What follows belongs to an exercise in optimizing a design on an open flow for small area, a short achievable clock period and few clock cycles; a production flow would make more cautious choices.
Only simulation tests tie the RTL to the original design; equivalence was not proved.

==> run a: inputs <==
==> flow/design.v <==
module mix_core (
    input  wire        clk,
    input  wire        rst,
    output reg         mem_req,
    output reg         mem_we,
    output reg  [11:0] mem_addr,
    output reg  [30:0] mem_wdata,
    input  wire        mem_ack,
    input  wire [30:0] mem_rdata,
    output wire        halted,
    output reg  [2:0]  fault_kind,
    output reg  [13:0] fault_operand,
    output reg  [11:0] pc,
    output reg         ov,
    output reg  [30:0] rA,
    output reg  [30:0] rX,
    output reg  [12:0] rI1,
    output reg  [12:0] rI2,
    output reg  [12:0] rI3,
    output reg  [12:0] rI4,
    output reg  [12:0] rI5,
    output reg  [12:0] rI6
);
    localparam [2:0] F_INDEX     = 3'd1;
    localparam [2:0] F_INDEXSPEC = 3'd2;
    localparam [2:0] F_ARG       = 3'd3;
    localparam [2:0] F_OPCODE    = 3'd4;
    localparam [2:0] P_F0   = 3'd0;   
    localparam [2:0] P_FD   = 3'd1;   
    localparam [2:0] P_R    = 3'd2;   
    localparam [2:0] P_W    = 3'd3;   
    localparam [2:0] P_NF1  = 3'd4;   
    localparam [2:0] P_NF2  = 3'd5;   
    localparam [2:0] P_HALT = 3'd6;
    reg [2:0]  ph;
    reg        halt_q;
    assign halted = halt_q;
    reg [30:0] nb;         
    reg        nb_pcf;     
    reg [13:0] idx_q;      
    reg [5:0]  cur_c;      
    reg [2:0]  cur_r;      
    reg        cur_l0;     
    reg [4:0]  cur_fm;     
    reg        ex1;        
    reg        ex2;        
    reg        add_es;     
    reg        add_s;      
    wire        n_sign = nb[30];
    wire [11:0] n_addr = nb[29:18];
    wire [5:0]  n_i    = nb[17:12];
    wire [5:0]  n_f    = nb[11:6];
    wire [5:0]  n_c    = nb[5:0];
    wire [2:0]  n_l    = n_f[5:3];
    wire [2:0]  n_r    = n_f[2:0];
    wire n_bad_i = (n_i > 6'd6);
    wire n_bad_f = !((n_r <= 3'd5) && (n_l <= n_r));
    wire n_known = (n_c == 6'd1) || (n_c == 6'd2) || ((n_c >= 6'd8) && (n_c <= 6'd33));
    wire n_half  = ((n_c >= 6'd25) && (n_c <= 6'd30)) || (n_c == 6'd32);
    wire [2:0] n_s = (n_l == 3'd0) ? 3'd1 : n_l;
    wire [2:0] n_k = (n_l == 3'd0 && n_r == 3'd0) ? 3'd0 : (n_r - n_s + 3'd1);
    wire n_bad_k = n_half && (n_k > 3'd2);
    wire [4:0] n_fm;
    genvar gi;
    generate
        for (gi = 1; gi <= 5; gi = gi + 1) begin : g_nfm
            assign n_fm[5 - gi] = (gi >= n_l) && (gi <= n_r);
        end
    endgenerate
    wire [13:0] ea      = idx_q + ({2'b00, n_addr} ^ {14{n_sign}}) + {13'd0, n_sign};
    wire        ea_bad  = ea[13] || (ea[12:0] >= 13'd4000);
    wire early_fault = nb_pcf || n_bad_i || n_bad_f;
    wire any_fault   = early_fault || !n_known || n_bad_k || ea_bad;
    reg [2:0]  d_kind;
    reg [13:0] d_operand;
    always @(*) begin
        if (nb_pcf) begin
            d_kind = F_INDEX;     d_operand = {2'b00, pc};
        end else if (n_bad_i) begin
            d_kind = F_INDEXSPEC; d_operand = {8'd0, n_i};
        end else if (n_bad_f) begin
            d_kind = F_ARG;       d_operand = {8'd0, n_f};
        end else if (!n_known) begin
            d_kind = F_OPCODE;    d_operand = {8'd0, n_c};
        end else if (n_bad_k) begin
            d_kind = F_ARG;       d_operand = {11'd0, n_k};
        end else begin
            d_kind = F_INDEX;     d_operand = ea;
        end
    end
    wire       c_sub   = (cur_c[1:0] == 2'd2);
    wire       c_load  = (cur_c[5:3] == 3'd1) || (cur_c[5:3] == 3'd2);
    wire       c_loadn = (cur_c[5:3] == 3'd2);
    wire       c_store = cur_c[5] || (cur_c[4] && cur_c[3]);
    wire       c_stzero = cur_c[5];    
    wire [2:0] c_reg  = cur_c[2:0];
    wire [29:0] fm = {{6{cur_fm[4]}}, {6{cur_fm[3]}}, {6{cur_fm[2]}},
                      {6{cur_fm[1]}}, {6{cur_fm[0]}}};
    function [30:0] shr;
        input [30:0] x;
        input [2:0]  r;
        case (r)
            3'd5: shr = x;
            3'd4: shr = {6'd0,  x[30:6]};
            3'd3: shr = {12'd0, x[30:12]};
            3'd2: shr = {18'd0, x[30:18]};
            3'd1: shr = {24'd0, x[30:24]};
            default: shr = {30'd0, x[30]};
        endcase
    endfunction
    function [29:0] shl;
        input [29:0] x;
        input [2:0]  r;
        case (r)
            3'd5: shl = x;
            3'd4: shl = {x[23:0], 6'd0};
            3'd3: shl = {x[17:0], 12'd0};
            3'd2: shl = {x[11:0], 18'd0};
            3'd1: shl = {x[5:0],  24'd0};
            default: shl = 30'd0;
        endcase
    endfunction
    reg [30:0] st_src;
    always @(*) begin
        if (c_stzero)
            st_src = 31'd0;
        else case (c_reg)
            3'd0: st_src = rA;
            3'd1: st_src = {rI1[12], 18'd0, rI1[11:0]};
            3'd2: st_src = {rI2[12], 18'd0, rI2[11:0]};
            3'd3: st_src = {rI3[12], 18'd0, rI3[11:0]};
            3'd4: st_src = {rI4[12], 18'd0, rI4[11:0]};
            3'd5: st_src = {rI5[12], 18'd0, rI5[11:0]};
            3'd6: st_src = {rI6[12], 18'd0, rI6[11:0]};
            default: st_src = rX;
        endcase
    end
    wire [29:0] rd_keep = c_store ? ~fm : fm;
    wire [29:0] st_sh   = c_store ? (shl(st_src[29:0], cur_r) & fm) : 30'd0;
    wire        st_sgn  = c_store && cur_l0;
    wire [30:0] rd_word = {st_sgn ? st_src[30] : mem_rdata[30],
                           (mem_rdata[29:0] & rd_keep) | st_sh};
    wire        rd_es   = (cur_l0 && (rA[30] ^ mem_rdata[30])) ^ c_sub;
    wire        sa     = cur_l0 && rA[30];
    wire [30:0] op_a   = {1'b0, rA[29:0] & fm};
    wire [30:0] op_b   = {1'b0, mem_wdata[29:0]} ^ {31{add_es}};
    wire [31:0] y0     = {1'b0, op_a} + {1'b0, op_b};
    wire [30:0] p      = op_a ^ op_b;
    wire [31:0] allp;
    assign allp[0] = 1'b1;
    generate
        for (gi = 1; gi <= 31; gi = gi + 1) begin : g_allp
            assign allp[gi] = allp[gi - 1] & p[gi - 1];
        end
    endgenerate
    wire [30:0] y1     = p ^ ((y0[30:0] ^ p) | allp[30:0]);
    wire        ge     = y0[31] | allp[31];           
    wire [30:0] mag    = !add_es ? y0[30:0] : (ge ? y1 : ~y0[30:0]);
    wire        mag_s  = sa ^ (add_es && !ge);
    wire [30:0] res      = shr({ex2 && mem_wdata[30], mem_wdata[29:0]}, cur_r);
    wire        res_zero = (res == 31'd0);
    wire        ld_sgn   = cur_l0 && (mem_wdata[30] ^ c_loadn);
    wire [30:0] ld_word  = {ld_sgn, res[29:0]};
    wire [12:0] ld_half  = {ld_sgn, res[11:0]};
    reg [12:0] idx_sm;
    always @(*) begin
        if (ex1 && c_load && (c_reg == n_i[2:0]) && (n_i[2:0] != 3'd0))
            idx_sm = ld_half;
        else case (n_i[2:0])
            3'd1: idx_sm = rI1;
            3'd2: idx_sm = rI2;
            3'd3: idx_sm = rI3;
            3'd4: idx_sm = rI4;
            3'd5: idx_sm = rI5;
            3'd6: idx_sm = rI6;
            default: idx_sm = 13'd0;
        endcase
    end
    wire [13:0] idx_tc = idx_sm[12] ? -{2'b00, idx_sm[11:0]} : {2'b00, idx_sm[11:0]};
    wire [11:0] pc_inc   = pc + 12'd1;
    wire        no_fetch = (pc >= 12'd3999);
    wire decode = ((ph == P_FD) && mem_ack) || (ph == P_NF2);
    always @(posedge clk) begin
        idx_q <= idx_tc;
        if (rst) begin
            ph      <= P_F0;
            halt_q  <= 1'b0;
            mem_req <= 1'b1;
            mem_we  <= 1'b0;
            mem_addr <= 12'd0;
            pc      <= 12'd0;
            nb_pcf  <= 1'b0;
            ex1     <= 1'b0;
            ex2     <= 1'b0;
            ov      <= 1'b0;
            rA      <= 31'd0;
            rX      <= 31'd0;
            rI1     <= 13'd0;
            rI2     <= 13'd0;
            rI3     <= 13'd0;
            rI4     <= 13'd0;
            rI5     <= 13'd0;
            rI6     <= 13'd0;
        end else begin
            ex1 <= 1'b0;
            ex2 <= 1'b0;
            if (ex1) begin
                if (c_load) begin
                    case (c_reg)
                        3'd0: rA  <= ld_word;
                        3'd1: rI1 <= ld_half;
                        3'd2: rI2 <= ld_half;
                        3'd3: rI3 <= ld_half;
                        3'd4: rI4 <= ld_half;
                        3'd5: rI5 <= ld_half;
                        3'd6: rI6 <= ld_half;
                        default: rX <= ld_word;
                    endcase
                end else begin
                    mem_wdata <= mag;
                    add_s     <= mag_s;
                    ex2       <= 1'b1;
                end
            end
            if (ex2) begin
                rA <= {add_s && !res_zero, res[29:0]};
                if (res[30])
                    ov <= 1'b1;
            end
            case (ph)
                P_F0: begin
                    if (mem_ack) begin
                        nb       <= mem_rdata;
                        mem_addr <= pc_inc;
                        ph       <= P_FD;
                    end
                end
                P_R: begin
                    if (mem_ack) begin
                        mem_wdata <= rd_word;
                        add_es    <= rd_es;
                        if (c_store) begin
                            mem_we <= 1'b1;
                            ph     <= P_W;
                        end else begin
                            ex1 <= 1'b1;
                            if (no_fetch || nb_pcf) begin
                                mem_req <= 1'b0;
                                ph      <= P_NF1;
                            end else begin
                                mem_addr <= pc_inc;
                                ph       <= P_FD;
                            end
                        end
                    end
                end
                P_W: begin
                    if (mem_ack) begin
                        mem_we <= 1'b0;
                        if (mem_addr == pc)
                            nb <= mem_wdata;
                        if (no_fetch || nb_pcf) begin
                            mem_req <= 1'b0;
                            ph      <= P_NF1;
                        end else begin
                            mem_addr <= pc_inc;
                            ph       <= P_FD;
                        end
                    end
                end
                P_NF1: ph <= P_NF2;
                default: ;
            endcase
            if (decode) begin
                fault_kind    <= d_kind;
                fault_operand <= d_operand;
                cur_c         <= n_c;
                cur_r         <= n_r;
                cur_l0        <= (n_l == 3'd0);
                cur_fm        <= n_fm;
                mem_addr      <= ea[11:0];
                if (ph == P_FD)
                    nb <= mem_rdata;
                else
                    nb_pcf <= 1'b1;
                if (!early_fault)
                    pc <= pc_inc;
                if (any_fault) begin
                    mem_req <= 1'b0;
                    halt_q  <= 1'b1;
                    ph      <= P_HALT;
                end else begin
                    mem_req  <= 1'b1;
                    ph       <= P_R;
                end
            end
        end
    end
endmodule
==> flow/flow/run.sh <==
#!/bin/bash
set -euo pipefail
cd "$(dirname "$0")/.."
MARGIN=$(cat flow/margin.txt 2>/dev/null || echo 5)
bash standard.sh \
  "BUFFER_PORTS_ARGS=-buffer_cell sky130_fd_sc_hd__buf_1" \
  "SETUP_SLACK_MARGIN=${MARGIN}" \
  finish > standard_make.log 2>&1
==> flow/flow/margin.txt <==
6
==> flow/standard.sh <==
#!/bin/bash
# synth_recipe.tcl (not shown) runs the flow's synth.tcl, then flattens the netlist and writes it again
# the make line also repeats each setting of config.mk as NAME=value (left out here)
make -C /OpenROAD-flow-scripts/flow DESIGN_CONFIG=/design/flow/config.mk WORK_HOME=/design/flow/orfs CLKGATE_MAP_FILE= SYNTH_SCRIPT=/design/flow/synth_recipe.tcl "${@:-finish}"
==> flow/config.mk <==
export PLATFORM = sky130hd
export DESIGN_NAME = mix_core
export DESIGN_NICKNAME = mix_core
export VERILOG_FILES = /design/flow/design.v
export SDC_FILE = /design/flow/constraint.sdc
export NUM_CORES = 4
export LEC_CHECK = 0
export CAP_MARGIN = 20
export CORE_MARGIN = 2
export CORE_UTILIZATION = 40
export PLACE_DENSITY = 0.6
export SLEW_MARGIN = 20
export TNS_END_PERCENT = 100
==> flow/constraint.sdc <==
create_clock -name core_clock -period 10.0 [get_ports {clk}]
set_input_delay 2.0000 -clock core_clock [delete_from_list [all_inputs] [get_ports {clk}]]
set_output_delay 2.0000 -clock core_clock [all_outputs]
set_load 0.01 [all_outputs]
==> run b (differences from run a) <==
--- a/flow/design.v
+++ b/flow/design.v
@@ -45,3 +45,5 @@
     reg        ex1;        
+    reg        exn;        
     reg        ex2;        
+    reg [2:0]  ex_r;       
     reg        add_es;     
@@ -69,3 +71,6 @@
     endgenerate
-    wire [13:0] ea      = idx_q + ({2'b00, n_addr} ^ {14{n_sign}}) + {13'd0, n_sign};
+    wire [14:0] ea_c;
+    mix_bk_add #(.W(14), .L(4)) u_ea (
+        .a(idx_q), .b({2'b00, n_addr} ^ {14{n_sign}}), .ci(n_sign), .s(ea_c));
+    wire [13:0] ea      = ea_c[13:0];
     wire        ea_bad  = ea[13] || (ea[12:0] >= 13'd4000);
@@ -91,2 +96,3 @@
     wire       c_sub   = (cur_c[1:0] == 2'd2);
+    wire       c_arith = (cur_c[5:3] == 3'd0);
     wire       c_load  = (cur_c[5:3] == 3'd1) || (cur_c[5:3] == 3'd2);
@@ -140,3 +146,3 @@
     wire        st_sgn  = c_store && cur_l0;
-    wire [30:0] rd_word = {st_sgn ? st_src[30] : mem_rdata[30],
+    wire [30:0] rd_word = {st_sgn ? st_src[30] : (mem_rdata[30] && !c_arith),
                            (mem_rdata[29:0] & rd_keep) | st_sh};
@@ -144,18 +150,10 @@
     wire        sa     = cur_l0 && rA[30];
-    wire [30:0] op_a   = {1'b0, rA[29:0] & fm};
-    wire [30:0] op_b   = {1'b0, mem_wdata[29:0]} ^ {31{add_es}};
-    wire [31:0] y0     = {1'b0, op_a} + {1'b0, op_b};
-    wire [30:0] p      = op_a ^ op_b;
-    wire [31:0] allp;
-    assign allp[0] = 1'b1;
-    generate
-        for (gi = 1; gi <= 31; gi = gi + 1) begin : g_allp
-            assign allp[gi] = allp[gi - 1] & p[gi - 1];
-        end
-    endgenerate
-    wire [30:0] y1     = p ^ ((y0[30:0] ^ p) | allp[30:0]);
-    wire        ge     = y0[31] | allp[31];           
-    wire [30:0] mag    = !add_es ? y0[30:0] : (ge ? y1 : ~y0[30:0]);
-    wire        mag_s  = sa ^ (add_es && !ge);
-    wire [30:0] res      = shr({ex2 && mem_wdata[30], mem_wdata[29:0]}, cur_r);
+    wire        inv    = add_es;                      
+    wire [29:0] fm_a   = ex1 ? fm : 30'd0;
+    wire [30:0] op_a   = {1'b0, rA[29:0] & fm_a};
+    wire [30:0] op_b   = mem_wdata ^ {31{inv}};
+    wire [31:0] sum;
+    mix_bk_add #(.W(31), .L(5)) u_sum (.a(op_a), .b(op_b), .ci(inv), .s(sum));
+    wire        neg    = add_es && !sum[31];          
+    wire [30:0] res      = shr({ex2 && mem_wdata[30], mem_wdata[29:0]}, ex_r);
     wire        res_zero = (res == 31'd0);
@@ -178,5 +176,43 @@
     end
-    wire [13:0] idx_tc = idx_sm[12] ? -{2'b00, idx_sm[11:0]} : {2'b00, idx_sm[11:0]};
-    wire [11:0] pc_inc   = pc + 12'd1;
+    wire [14:0] idx_c;
+    mix_bk_add #(.W(14), .L(4)) u_idx (
+        .a({2'b00, idx_sm[11:0]} ^ {14{idx_sm[12]}}), .b(14'd0), .ci(idx_sm[12]), .s(idx_c));
+    wire [13:0] idx_tc = idx_c[13:0];
+    wire [12:0] pc_c;
+    mix_bk_add #(.W(12), .L(4)) u_pc (.a(pc), .b(12'd0), .ci(1'b1), .s(pc_c));
+    wire [11:0] pc_inc   = pc_c[11:0];
     wire        no_fetch = (pc >= 12'd3999);
+    reg rst_q;
+    always @(posedge clk) begin
+        rst_q <= rst;
+        if (rst_q) begin
+            ov  <= 1'b0;
+            rA  <= 31'd0;
+            rX  <= 31'd0;
+            rI1 <= 13'd0;
+            rI2 <= 13'd0;
+            rI3 <= 13'd0;
+            rI4 <= 13'd0;
+            rI5 <= 13'd0;
+            rI6 <= 13'd0;
+        end else begin
+            if (ex1 && c_load) begin
+                case (c_reg)
+                    3'd0: rA  <= ld_word;
+                    3'd1: rI1 <= ld_half;
+                    3'd2: rI2 <= ld_half;
+                    3'd3: rI3 <= ld_half;
+                    3'd4: rI4 <= ld_half;
+                    3'd5: rI5 <= ld_half;
+                    3'd6: rI6 <= ld_half;
+                    default: rX <= ld_word;
+                endcase
+            end
+            if (ex2) begin
+                rA <= {add_s && !res_zero, res[29:0]};
+                if (res[30])
+                    ov <= 1'b1;
+            end
+        end
+    end
     wire decode = ((ph == P_FD) && mem_ack) || (ph == P_NF2);
@@ -193,37 +229,19 @@
             ex1     <= 1'b0;
+            exn     <= 1'b0;
             ex2     <= 1'b0;
-            ov      <= 1'b0;
-            rA      <= 31'd0;
-            rX      <= 31'd0;
-            rI1     <= 13'd0;
-            rI2     <= 13'd0;
-            rI3     <= 13'd0;
-            rI4     <= 13'd0;
-            rI5     <= 13'd0;
-            rI6     <= 13'd0;
         end else begin
             ex1 <= 1'b0;
+            exn <= 1'b0;
             ex2 <= 1'b0;
             if (ex1) begin
-                if (c_load) begin
-                    case (c_reg)
-                        3'd0: rA  <= ld_word;
-                        3'd1: rI1 <= ld_half;
-                        3'd2: rI2 <= ld_half;
-                        3'd3: rI3 <= ld_half;
-                        3'd4: rI4 <= ld_half;
-                        3'd5: rI5 <= ld_half;
-                        3'd6: rI6 <= ld_half;
-                        default: rX <= ld_word;
-                    endcase
-                end else begin
-                    mem_wdata <= mag;
-                    add_s     <= mag_s;
-                    ex2       <= 1'b1;
+                if (!c_load) begin
+                    mem_wdata <= sum[30:0];
+                    add_s     <= sa ^ neg;
+                    exn       <= neg;
+                    ex2       <= !neg;
                 end
             end
-            if (ex2) begin
-                rA <= {add_s && !res_zero, res[29:0]};
-                if (res[30])
-                    ov <= 1'b1;
+            if (exn) begin
+                mem_wdata <= sum[30:0];
+                ex2       <= 1'b1;
             end
@@ -241,2 +259,3 @@
                         add_es    <= rd_es;
+                        ex_r      <= cur_r;
                         if (c_store) begin
@@ -271,2 +290,3 @@
                 P_NF1: ph <= P_NF2;
+                P_HALT: halt_q <= 1'b1;
                 default: ;
@@ -289,3 +309,3 @@
                     mem_req <= 1'b0;
-                    halt_q  <= 1'b1;
+                    halt_q  <= !exn;
                     ph      <= P_HALT;
@@ -299 +319,42 @@
 endmodule
+module mix_bk_add #(parameter W = 31, parameter L = 5) (
+    input  wire [W-1:0] a,
+    input  wire [W-1:0] b,
+    input  wire         ci,
+    output wire [W:0]   s
+);
+    localparam N = 1 << L;           
+    wire [N-1:0] x = {{(N-W-1){1'b0}}, a, ci};
+    wire [N-1:0] y = {{(N-W-1){1'b0}}, b, ci};
+    wire [N-1:0] G [0:2*L-1];
+    wire [N-1:0] P [0:2*L-1];
+    assign G[0] = x & y;
+    assign P[0] = x ^ y;
+    genvar l, i;
+    generate
+        for (l = 0; l < L; l = l + 1) begin : up
+            for (i = 0; i < N; i = i + 1) begin : bit_
+                if (((i + 1) % (2 << l)) == 0) begin : op
+                    assign G[l+1][i] = G[l][i] | (P[l][i] & G[l][i - (1 << l)]);
+                    assign P[l+1][i] = P[l][i] & P[l][i - (1 << l)];
+                end else begin : pass
+                    assign G[l+1][i] = G[l][i];
+                    assign P[l+1][i] = P[l][i];
+                end
+            end
+        end
+        for (l = L - 2; l >= 0; l = l - 1) begin : dn
+            for (i = 0; i < N; i = i + 1) begin : bit_
+                if (((i + 1) % (2 << l)) == (1 << l) && i >= (2 << l)) begin : op
+                    assign G[2*L-1-l][i] = G[2*L-2-l][i] | (P[2*L-2-l][i] & G[2*L-2-l][i - (1 << l)]);
+                    assign P[2*L-1-l][i] = P[2*L-2-l][i] & P[2*L-2-l][i - (1 << l)];
+                end else begin : pass
+                    assign G[2*L-1-l][i] = G[2*L-2-l][i];
+                    assign P[2*L-1-l][i] = P[2*L-2-l][i];
+                end
+            end
+        end
+    endgenerate
+    wire [N-1:0] c = G[2*L-1];
+    assign s = {c[W], P[0][W:1] ^ c[W-1:0]};
+endmodule
==> flow/flow/margin.txt (replaced) <==
6.5
ABC_AREA = 1   (was default)
CTS_CLUSTER_DIAMETER = 150   (was default)
CTS_CLUSTER_SIZE = 20   (was default)
==> out/metrics.csv <==
stage,metric,value,unit
timing,max_freq,0.254,GHz
synth,syn_inst,2430,
setup_path,cp.depth,11,
run_status,status,no timing/DRC/antenna violations,
The numbers above come from run a.

==> out/metrics.csv <==
stage,metric,value,unit
run_status,status,no timing/DRC/antenna violations,
synth,synth_common_cells,"639 x nand2_1, 282 x o21ai_0, 274 x inv_1",
setup_path,cp.depth,1,
timing,max_freq,0.284,GHz
synth,syn_inst,2725,
clock_network,post_cts_buffers,27,
The numbers above come from run b.

Testbench counts of run a, summed over its fixed seeds: cycles 74,140.
Testbench counts of run b, summed over its fixed seeds: cycles 74,146.

[port drivers added, routing unchanged]
Ports are ideal in the flow. The routed layouts listed here were re-timed in OpenROAD. Step 1: set_driving_cell puts a clkbuf_16 on clk and a buf_2 on each other input, an assumption about the parent block. Step 2, shift: input delay + t, output delay - t, t = (earliest + latest rising clock arrival at the registers) / 2. This alone moves slack from input paths to output paths. Three values: no drivers, after step 1, after step 2; two values: the first two.
run	t, ns	setup slack, ns	latest minus earliest clock arrival (ns)	worst register clock-pin slew, ns
run a	0.615	6.071 / 6.071 / 5.520	0.030 / 0.031	0.07 / 0.07
run b	0.605	6.480 / 6.412 / 6.003	0.034 / 0.034	0.10 / 0.10
After both steps setup and hold are still met in every run listed. For run a, which loses most, drivers alone change the setup slack by 0.000 ns; drivers and shift together by -0.551 ns.
